Source: an optimization exercise on an open RTL-to-GDS flow (aim: small area). Production flows keep margins and buffers that such runs may drop. In this exercise RTL edits were held to simulation tests only and were not proved equivalent to the original. Power and IR drop assume default switching activity. No driver is modelled on the clock port, so clocking that relies on it looks cheaper here than on a real chip.

Design flex_frame, start of the top module:
module flex_frame (
    input  wire        clk,
    input  wire        rst,
    input  wire        sym_valid,
    input  wire [1:0]  sym,
    output wire [1:0]  state,        
    output reg         ev_sync,
    output reg         ev_fiw_ok,
    output reg         ev_fiw_rej,
    output reg         ev_frame,
    output reg  [31:0] ev_info,
    output reg  [1:0]  ev_aux,
    output reg         wd_valid_a,   
    output wire        wd_valid_b,   
    output wire        wd_cd,        
    output wire [6:0]  wd_idx,
    output reg  [31:0] wd_word_a,
    output reg  [31:0] wd_word_b
);
Size: roughly 1,100 flip-flops, roughly 120 I/O pins, roughly 38,000 µm² of cells after synthesis.
Settings: LEC_CHECK=0, CAP_MARGIN=20, CORE_MARGIN=2, CORE_UTILIZATION=65, PLACE_DENSITY=0.8, SLEW_MARGIN=20; clock period 40.0 ns.
standard.sh (not shown) runs the stock make flow with config.mk's settings and CLKGATE_MAP_FILE= SYNTH_SCRIPT=/design/flow/synth_recipe.tcl, a recipe that flattens the netlist after the stock synthesis.
==> flow/flow/run.sh <==
#!/bin/bash
# Own flow: the standard layout (standard.sh) with
#  - synthesis through flow/synth.tcl (the standard script, with the delay lines' hold
#    multiplexers mapped to o22a cells and an area-oriented ABC script for the rest),
#  - clock tree built from clkbuf_8 with no dummy loads,
#  - port buffers of sky130_fd_sc_hd__buf_1.
# The make output goes to flow_make.log in the work folder; ORFS's own logs are in orfs/logs.
set -euo pipefail
W=$(pwd)
export MY_ABC_SCRIPT="$W/flow/area.abc"
export MY_PAT="$W/flow/o22a_pat.v"
CTS="-sink_clustering_enable -repair_clock_nets -dont_use_dummy_load -buf_list sky130_fd_sc_hd__clkbuf_8 -sink_clustering_size 14 -sink_clustering_max_diameter 50"
BUFP="-buffer_cell sky130_fd_sc_hd__buf_1"
export CTS_ARGS="$CTS"
export BUFFER_PORTS_ARGS="$BUFP"
sed -e "s|SYNTH_SCRIPT=[^ ]*|SYNTH_SCRIPT=$W/flow/synth.tcl|" standard.sh > my_standard.sh
grep -q "SYNTH_SCRIPT=$W/flow/synth.tcl" my_standard.sh
bash my_standard.sh "CTS_ARGS=$CTS" "BUFFER_PORTS_ARGS=$BUFP" finish > flow_make.log 2>&1
==> flow/flow/area.abc <==
strash
balance
rewrite
refactor
balance
rewrite
rewrite -z
balance
refactor -z
rewrite -z
balance
balance
rewrite
refactor
balance
rewrite
rewrite -z
balance
refactor -z
rewrite -z
balance
dch -f
amap
==> flow/flow/o22a_pat.v <==
module sky130_fd_sc_hd__o22a_1 (A1, A2, B1, B2, X);
  input A1, A2, B1, B2;
  output X;
  wire a, n;
  \$_OR_ u1 (.A(A1), .B(A2), .Y(a));
  \$_NOR_ u2 (.A(B1), .B(B2), .Y(n));
  \$_ANDNOT_ u3 (.A(a), .B(n), .Y(X));
endmodule
==> flow/flow/synth.tcl <==
# The standard synthesis script (synth_recipe.tcl), with two changes just before ABC:
# the hold multiplexers of the delay lines, (q | en) & (d | hold), are mapped to o22a
# cells (extract with the pattern in MY_PAT), and ABC maps the rest of the logic with the
# area-oriented script named by MY_ABC_SCRIPT. The registers are mapped by dfflibmap
# before this, so they are the standard synthesis's registers.
proc synth {args} { yosys synth -nofsm -noshare {*}$args }
proc abc {args} {
  set i [lsearch -exact $args -script]
  if {$i >= 0} { set args [lreplace $args $i [expr {$i + 1}] -script $::env(MY_ABC_SCRIPT)] }
  yosys extract -map $::env(MY_PAT)
  yosys abc {*}$args
}
source $::env(SCRIPTS_DIR)/synth.tcl
# left out here: clear keep_hierarchy, flatten, clean up, hide names made inside functions, write 1_2_yosys.v
Edit:
--- a/flow/flow/run.sh
+++ b/flow/flow/run.sh
@@ -10,5 +10,5 @@
 export MY_ABC_SCRIPT="$W/flow/area.abc"
 export MY_PAT="$W/flow/o22a_pat.v"
-CTS="-sink_clustering_enable -repair_clock_nets -dont_use_dummy_load -buf_list sky130_fd_sc_hd__clkbuf_8 -sink_clustering_size 14 -sink_clustering_max_diameter 50"
+CTS="-sink_clustering_enable -repair_clock_nets -dont_use_dummy_load -buf_list {sky130_fd_sc_hd__clkbuf_4 sky130_fd_sc_hd__clkbuf_8} -sink_clustering_size 10 -sink_clustering_max_diameter 40"
 BUFP="-buffer_cell sky130_fd_sc_hd__buf_1"
 export CTS_ARGS="$CTS"
What happened: Power went up by 4.8%; setup slack got worse by 0.037 ns; cell count rose by 0.97%; clock skew came out lower by 0.046 ns; non-clock buffer count stays the same; global-route usage rises by 0.85 points; routed wire length is higher by 1.7%; die area does not change.

* * *

The RTL this note starts from:
==> flow/design.v <==
module flex_frame (
    input  wire        clk,
    input  wire        rst,
    input  wire        sym_valid,
    input  wire [1:0]  sym,
    output reg  [1:0]  state,        
    output reg         ev_sync,
    output reg         ev_fiw_ok,
    output reg         ev_fiw_rej,
    output reg         ev_frame,
    output reg  [31:0] ev_info,
    output reg  [1:0]  ev_aux,
    output reg         wd_valid_a,   
    output wire        wd_valid_b,   
    output wire        wd_cd,        
    output wire [6:0]  wd_idx,
    output reg  [31:0] wd_word_a,
    output reg  [31:0] wd_word_b
);
    localparam [1:0] ST_SYNC1 = 2'd0, ST_FIW = 2'd1, ST_SYNC2 = 2'd2, ST_DATA = 2'd3;
    localparam integer LL = 249;      
    reg [63:0]   sync_buf;
    reg          pol;           
    reg [11:0]   cnt;           
    reg          toggle;        
    reg [3:0]    idle_seen;     
    reg [3:0]    cycle_no;
    reg [6:0]    frame_no;
    reg [4:0]    s1, s3;        
    reg [LL-1:0] la, lb, lc, ld;
    function automatic [4:0] mul_a;
        input [4:0] v;
        mul_a = {v[3:0], 1'b0} ^ (v[4] ? 5'b00101 : 5'b00000);
    endfunction
    function automatic [4:0] gmul;
        input [4:0] a;
        input [4:0] b;
        integer k;
        reg [4:0] p, t;
        begin
            p = 5'd0;
            t = a;
            for (k = 0; k < 5; k = k + 1) begin
                if (b[k]) p = p ^ t;
                t = mul_a(t);
            end
            gmul = p;
        end
    endfunction
    function automatic [4:0] apow;      
        input integer n;
        integer k;
        begin
            apow = 5'd1;
            for (k = 0; k < n; k = k + 1) apow = mul_a(apow);
        end
    endfunction
    function automatic [4:0] dist16;
        input [15:0] d;
        integer k;
        begin
            dist16 = 5'd0;
            for (k = 0; k < 16; k = k + 1) dist16 = dist16 + {4'd0, d[k]};
        end
    endfunction
    function automatic [5:0] pop32;
        input [31:0] d;
        integer k;
        begin
            pop32 = 6'd0;
            for (k = 0; k < 32; k = k + 1) pop32 = pop32 + {5'd0, d[k]};
        end
    endfunction
    wire [1:0] r     = pol ? ~sym : sym;
    wire       bit_a = r[1];
    wire       bit_b = sym[1] ^ sym[0];
    wire       tog   = toggle;
    wire       inc   = !(tog && state == ST_DATA);
    wire [11:0] c    = cnt + {11'd0, inc};
    wire [63:0] nbuf  = {sync_buf[62:0], ~sym[1]};
    wire [5:0]  mcnt  = pop32(nbuf[47:16] ^ 32'hA6C6AAAA);
    wire [4:0]  ccnt  = dist16(nbuf[63:48] ^ ~nbuf[15:0]);
    wire        hit_n = (mcnt < 6'd4)  && (ccnt < 5'd4);
    wire        hit_i = (mcnt > 6'd28) && (ccnt < 5'd4);
    wire [15:0] code  = sync_buf[63:48] ^ {16{pol}};
    wire m1 = dist16(code ^ 16'h870C) < 5'd4;
    wire m2 = dist16(code ^ 16'hB068) < 5'd4;
    wire m3 = dist16(code ^ 16'h7B18) < 5'd4;
    wire m4 = dist16(code ^ 16'hDEA0) < 5'd4;
    wire m5 = dist16(code ^ 16'h4C7C) < 5'd4;
    wire known  = m1 | m2 | m3 | m4 | m5;
    wire baud32 = m3 | m4 | m5;
    wire lev4   = m2 | m4 | m5;
    wire [4:0] s1sq = gmul(s1, s1);
    wire [4:0] dd   = s3 ^ gmul(s1, s1sq);
    wire       s1nz = |s1;
    reg  [30:0] emask;           
    integer i;
    always @* begin
        for (i = 0; i < 31; i = i + 1)
            emask[30 - i] = s1nz &&
                ((gmul(s1, apow((2 * i) % 31)) ^ gmul(s1sq, apow(i))) == dd);
    end
    wire       bch_ok = s1nz ? |emask : ~|s3;
    wire [1:0] nfix   = !s1nz ? 2'd0 : (dd == 5'd0) ? 2'd1 : 2'd2;
    reg [20:0] fx;
    integer b;
    always @* begin
        for (b = 0; b < 21; b = b + 1) fx[b] = la[30 - b] ^ emask[b];
    end
    wire [3:0] fsum = fx[3:0] + fx[7:4] + fx[11:8] + fx[15:12] + fx[19:16] + {3'd0, fx[20]};
    function automatic [31:0] pre_taps;
        input [LL-1:0] l;
        input          nb;
        integer j;
        begin
            pre_taps[31] = nb;
            for (j = 1; j < 32; j = j + 1) pre_taps[31 - j] = l[8 * j - 1];
        end
    endfunction
    function automatic is_idle;
        input [31:0] w;
        is_idle = (w == 32'h0) || (w == 32'hFFFFFFFF);
    endfunction
    wire last_bit = &c[7:0];
    wire idl_a = is_idle(pre_taps(la, bit_a));
    wire idl_b = is_idle(pre_taps(lb, bit_b));
    wire idl_c = is_idle(pre_taps(lc, bit_a));
    wire idl_d = is_idle(pre_taps(ld, bit_b));
    reg [3:0] idle_n;
    always @* begin
        idle_n = idle_seen;
        if (last_bit) begin
            if (!tog) begin
                idle_n[0] = idle_seen[0] | idl_a;
                idle_n[1] = idle_seen[1] | idl_b;
            end else begin
                idle_n[2] = idle_seen[2] | idl_c;
                idle_n[3] = idle_seen[3] | idl_d;
            end
        end
    end
    function automatic all_idle_f;
        input [3:0] v;
        input       b32;
        input       l4;
        all_idle_f = v[0] & (v[1] | !l4) & (v[2] | !b32) & (v[3] | !(b32 & l4));
    endfunction
    wire full_step = (c == 12'hAFF) && (!baud32 || tog);
    wire enA = sym_valid && ((state == ST_DATA && !tog) ||
                             (state == ST_FIW && (c[5] || (c[4] && |c[3:0]))));
    wire enC = sym_valid && state == ST_DATA && tog;
    always @(posedge clk) begin
        if (enA) begin
            la <= {la[LL-2:0], bit_a};
            lb <= {lb[LL-2:0], bit_b};
        end
        if (enC) begin
            lc <= {lc[LL-2:0], bit_a};
            ld <= {ld[LL-2:0], bit_b};
        end
    end
    always @(posedge clk) begin
        if (rst) begin
            state      <= ST_SYNC1;
            sync_buf   <= 64'd0;
            pol        <= 1'b0;
            cycle_no   <= 4'd0;
            frame_no   <= 7'd0;
            ev_sync    <= 1'b0;
            ev_fiw_ok  <= 1'b0;
            ev_fiw_rej <= 1'b0;
            ev_frame   <= 1'b0;
            wd_valid_a <= 1'b0;
        end else begin
            ev_sync    <= 1'b0;
            ev_fiw_ok  <= 1'b0;
            ev_fiw_rej <= 1'b0;
            ev_frame   <= 1'b0;
            wd_valid_a <= 1'b0;
            if (sym_valid) begin
                case (state)
                    ST_SYNC1: begin
                        sync_buf <= nbuf;
                        if (hit_n || hit_i) begin
                            pol     <= hit_i;
                            cnt     <= 12'd0;
                            state   <= ST_FIW;
                            ev_sync <= 1'b1;
                        end
                    end
                    ST_FIW: begin
                        cnt <= c;
                        if (c[5] || (c[4] && |c[3:0])) begin
                            if (c[6:0] == 7'd17) begin
                                s1 <= {4'd0, bit_a};
                                s3 <= {4'd0, bit_a};
                            end else begin
                                s1 <= mul_a(s1) ^ {4'd0, bit_a};
                                s3 <= mul_a(mul_a(mul_a(s3))) ^ {4'd0, bit_a};
                            end
                        end
                        if (c[6:0] == 7'd48) begin
                            s1  <= s1;
                            s3  <= s3;
                            cnt <= 12'd0;
                            if (!bch_ok || fsum != 4'hF) begin
                                ev_fiw_rej <= 1'b1;
                                state      <= ST_SYNC1;
                            end else begin
                                cycle_no  <= fx[7:4];
                                frame_no  <= fx[14:8];
                                ev_fiw_ok <= 1'b1;
                                state     <= ST_SYNC2;
                            end
                        end
                    end
                    ST_SYNC2: begin
                        cnt <= c;
                        if (c[6:0] == (baud32 ? 7'd80 : 7'd40)) begin
                            cnt       <= 12'hFFF;
                            toggle    <= 1'b0;
                            idle_seen <= 4'd0;
                            state     <= ST_DATA;
                        end
                    end
                    ST_DATA: begin
                        cnt        <= c;
                        toggle     <= !tog && baud32;
                        idle_seen  <= idle_n;
                        wd_valid_a <= &c[7:3];
                        if (full_step || all_idle_f(idle_n, baud32, lev4)) begin
                            ev_frame <= 1'b1;
                            state    <= ST_SYNC1;
                        end
                    end
                endcase
            end
        end
    end
    assign wd_cd      = baud32 & ~toggle;
    assign wd_idx     = {cnt[11:8], cnt[2:0]};
    assign wd_valid_b = wd_valid_a & lev4;
    integer k;
    always @* begin
        for (k = 0; k < 32; k = k + 1) begin
            wd_word_a[k] = wd_cd ? lc[8 * (31 - k)] : la[8 * (31 - k)];
            wd_word_b[k] = wd_cd ? ld[8 * (31 - k)] : lb[8 * (31 - k)];
        end
    end
    reg [31:0] fiw_info;
    always @* begin
        for (k = 0; k < 31; k = k + 1) fiw_info[k] = la[31 - k] ^ emask[k];
        fiw_info[31] = la[0] & ~bch_ok;
    end
    wire full_post = (cnt == 12'hAFF) && !toggle;
    always @* begin
        if (ev_sync) begin
            ev_info = {12'd0, known, lev4, baud32, pol, code};
            ev_aux  = 2'd0;
        end else if (ev_frame) begin
            ev_info = {18'd0, lev4, baud32, pol, cycle_no, frame_no};
            ev_aux  = {all_idle_f(idle_seen, baud32, lev4), full_post};
        end else begin
            ev_info = fiw_info;
            ev_aux  = ev_fiw_ok ? nfix : {1'b0, bch_ok};
        end
    end
endmodule
==> flow/config.mk <==
export PLATFORM = sky130hd
export DESIGN_NAME = flex_frame
export DESIGN_NICKNAME = flex_frame
export VERILOG_FILES = /design/flow/design.v
export SDC_FILE = /design/flow/constraint.sdc
export NUM_CORES = 4
export LEC_CHECK = 0
export CAP_MARGIN = 20
export CORE_MARGIN = 2
export CORE_UTILIZATION = 65
export CTS_BUF_LIST = sky130_fd_sc_hd__clkbuf_8
export CTS_CLUSTER_DIAMETER = 60
export CTS_CLUSTER_SIZE = 18
export PLACE_DENSITY = 0.8
export SLEW_MARGIN = 20
==> flow/constraint.sdc <==
create_clock -name core_clock -period 40.0 [get_ports {clk}]
set_input_delay 8.0000 -clock core_clock [delete_from_list [all_inputs] [get_ports {clk}]]
set_output_delay 8.0000 -clock core_clock [all_outputs]
set_load 0.01 [all_outputs]
run.sh (not shown) runs the stock make flow with config.mk's settings and CLKGATE_MAP_FILE= SYNTH_SCRIPT=/design/flow/synth_recipe.tcl, a recipe that flattens the netlist after the stock synthesis.
Stock flow here: none of the scripts above is used.
Rerun with:
--- a/flow/config.mk
+++ b/flow/config.mk
@@ -9,7 +9,4 @@
 export CORE_MARGIN = 2
-export CORE_UTILIZATION = 65
-export CTS_BUF_LIST = sky130_fd_sc_hd__clkbuf_8
-export CTS_CLUSTER_DIAMETER = 60
-export CTS_CLUSTER_SIZE = 18
-export PLACE_DENSITY = 0.8
+export CORE_UTILIZATION = 40
+export PLACE_DENSITY = 0.6
 export SLEW_MARGIN = 20
=> Final area grows by 6.3%. Global-route usage shrinks by 10 points. Utilization shrinks by 25 points. Register-to-register slack gets better by 700 ps. First-iteration DRC count shrinks by about 2.8%. Wire length grows by 2.6%. Worst setup slack gets better by 240 ps. Count of clock-buffer cells in the layout grows by 60.
Rerun with:
--- a/flow/config.mk
+++ b/flow/config.mk
@@ -9,4 +9,7 @@
 export CORE_MARGIN = 2
-export CORE_UTILIZATION = 40
-export PLACE_DENSITY = 0.6
+export CORE_UTILIZATION = 65
+export CTS_BUF_LIST = sky130_fd_sc_hd__clkbuf_16
+export CTS_CLUSTER_DIAMETER = 100
+export CTS_CLUSTER_SIZE = 30
+export PLACE_DENSITY = 0.8
 export SLEW_MARGIN = 20
Outcome: Routed wire length increases by about 3.5%. Design area decreases by about 6%. Final cell count decreases by 15%. Total power decreases by about 22%. Critical path depth does not change. Area after synthesis stays the same. Clock power decreases by 49%.

* * *

## run C
flex_frame with an RTL version that a note above also has.
Size: about 3200 cells after synthesis, ~1100 flip-flops, about 120 I/O pins, roughly 38000 µm² of cells after synthesis.
Design flex_frame, start of the top module:
module flex_frame (
    input  wire        clk,
    input  wire        rst,
    input  wire        sym_valid,
    input  wire [1:0]  sym,
    output wire [1:0]  state,        
    output reg         ev_sync,
    output reg         ev_fiw_ok,
    output reg         ev_fiw_rej,
    output reg         ev_frame,
    output reg  [31:0] ev_info,
    output reg  [1:0]  ev_aux,
    output reg         wd_valid_a,   
    output wire        wd_valid_b,   
    output wire        wd_cd,        
    output wire [6:0]  wd_idx,
    output reg  [31:0] wd_word_a,
    output reg  [31:0] wd_word_b
);
Settings: LEC_CHECK=0, CAP_MARGIN=20, CORE_MARGIN=2, CORE_UTILIZATION=65, PLACE_DENSITY=0.8, SLEW_MARGIN=20; clock period 40.0 ns.
standard.sh (not shown) runs the stock make flow with config.mk's settings and CLKGATE_MAP_FILE= SYNTH_SCRIPT=/design/flow/synth_recipe.tcl, a recipe that flattens the netlist after the stock synthesis.
==> flow/flow/run.sh <==
#!/bin/bash
# Own flow: the standard layout (standard.sh) with
#  - synthesis through flow/synth.tcl (the standard script, with the delay lines' hold
#    multiplexers mapped to o22a cells and an area-oriented ABC script for the rest),
#  - clock tree built from clkbuf_8 with no dummy loads,
#  - port buffers of sky130_fd_sc_hd__buf_1.
# The make output goes to flow_make.log in the work folder; ORFS's own logs are in orfs/logs.
set -euo pipefail
W=$(pwd)
export MY_ABC_SCRIPT="$W/flow/area.abc"
export MY_PAT="$W/flow/o22a_pat.v"
CTS="-sink_clustering_enable -repair_clock_nets -dont_use_dummy_load -buf_list sky130_fd_sc_hd__clkbuf_16 -sink_clustering_size 30 -sink_clustering_max_diameter 100"
BUFP="-buffer_cell sky130_fd_sc_hd__buf_1"
export CTS_ARGS="$CTS"
export BUFFER_PORTS_ARGS="$BUFP"
sed -e "s|SYNTH_SCRIPT=[^ ]*|SYNTH_SCRIPT=$W/flow/synth.tcl|" standard.sh > my_standard.sh
grep -q "SYNTH_SCRIPT=$W/flow/synth.tcl" my_standard.sh
bash my_standard.sh "CTS_ARGS=$CTS" "BUFFER_PORTS_ARGS=$BUFP" finish > flow_make.log 2>&1
Scripts as last shown in full above: flow/flow/area.abc, flow/flow/o22a_pat.v, flow/flow/synth.tcl
Changes in run B relative to run C:
-- flow/flow/run.sh --
<<< run C, line 10
export MY_ABC_SCRIPT="$W/flow/area.abc"
export MY_PAT="$W/flow/o22a_pat.v"
CTS="-sink_clustering_enable -repair_clock_nets -dont_use_dummy_load -buf_list sky130_fd_sc_hd__clkbuf_16 -sink_clustering_size 30 -sink_clustering_max_diameter 100"
BUFP="-buffer_cell sky130_fd_sc_hd__buf_1"
export CTS_ARGS="$CTS"
>>> run B, line 10
export MY_ABC_SCRIPT="$W/flow/area.abc"
export MY_PAT="$W/flow/o22a_pat.v"
CTS="-sink_clustering_enable -repair_clock_nets -dont_use_dummy_load -buf_list sky130_fd_sc_hd__clkbuf_16 -sink_clustering_size 30 -sink_clustering_max_diameter 60"
BUFP="-buffer_cell sky130_fd_sc_hd__buf_1"
export CTS_ARGS="$CTS"
### Flow results
- The final layout from run B, which completed every stage, passed the timing, DRC and antenna checks at the end of the flow.
- Compared with run C, in run B post-route fraction of the period consumed by the critical path about even, total power draw rose by 35 µW, vias per cell moved up, via count of the first global-routing pass went up by 166.
- Summary of run B over run C: clock-cell share of area went up, number of fill cells in the layout went down, detailed-route wire length on metal 1 did not really move, highest achievable clock rate did not really move.
- Number of buffers other than clock buffers in the final layout was lower in run B than in run C.
- Total length of routed wires | run B above run C

==> static timing again, ports no longer ideal <==
The results above use ideal ports. As a check the final layouts listed here were re-extracted and re-timed, cells and wires unchanged.
Step 1 (the two cells are an assumption about what drives the block):
set clk [get_ports {clk}]
set_driving_cell -lib_cell sky130_fd_sc_hd__clkbuf_16 $clk
set_driving_cell -lib_cell sky130_fd_sc_hd__buf_2 [delete_from_list [all_inputs] $clk]
Step 2 adds t to the input delays and takes it off the output delays; t is the mean of the earliest and latest rising clock arrival at the registers after step 1. Input paths then give back, and output paths get back, about the clock's delay inside the block.
a / b / c = ideal / step 1 / step 2; a / b = the first two.
run | t (ns) | setup slack, ns | hold WS [ns] | worst setup path after step 2 | slew at the worst register clock pin (ns)
the first run of note 1 | 0.722 | 24.839 / 24.782 / 25.504 | 0.386 / 0.386 / 0.386 | register to output | 0.09 / 0.09
the second run of note 1 | 0.801 | 24.802 / 24.746 / 25.547 | 0.403 / 0.403 / 0.403 | register to output | 0.07 / 0.07
the first run of note 2 | 0.744 | 23.781 / 23.720 / 24.464 | 0.400 / 0.400 / 0.400 | register to output | 0.11 / 0.11
the second run of note 2 | 0.745 | 24.020 / 23.948 / 24.693 | 0.387 / 0.387 / 0.387 | register to output | 0.07 / 0.07
the third run of note 2 | 0.678 | 23.853 / 23.785 / 24.463 | 0.413 / 0.413 / 0.413 | register to output | 0.12 / 0.12
run C | 0.647 | 24.850 / 24.785 / 25.433 | 0.448 / 0.448 / 0.448 | register to output | 0.12 / 0.12
run B | 0.660 | 24.894 / 24.828 / 25.488 | 0.415 / 0.415 / 0.415 | register to output | 0.11 / 0.11
After both steps setup and hold are still met in every run listed.
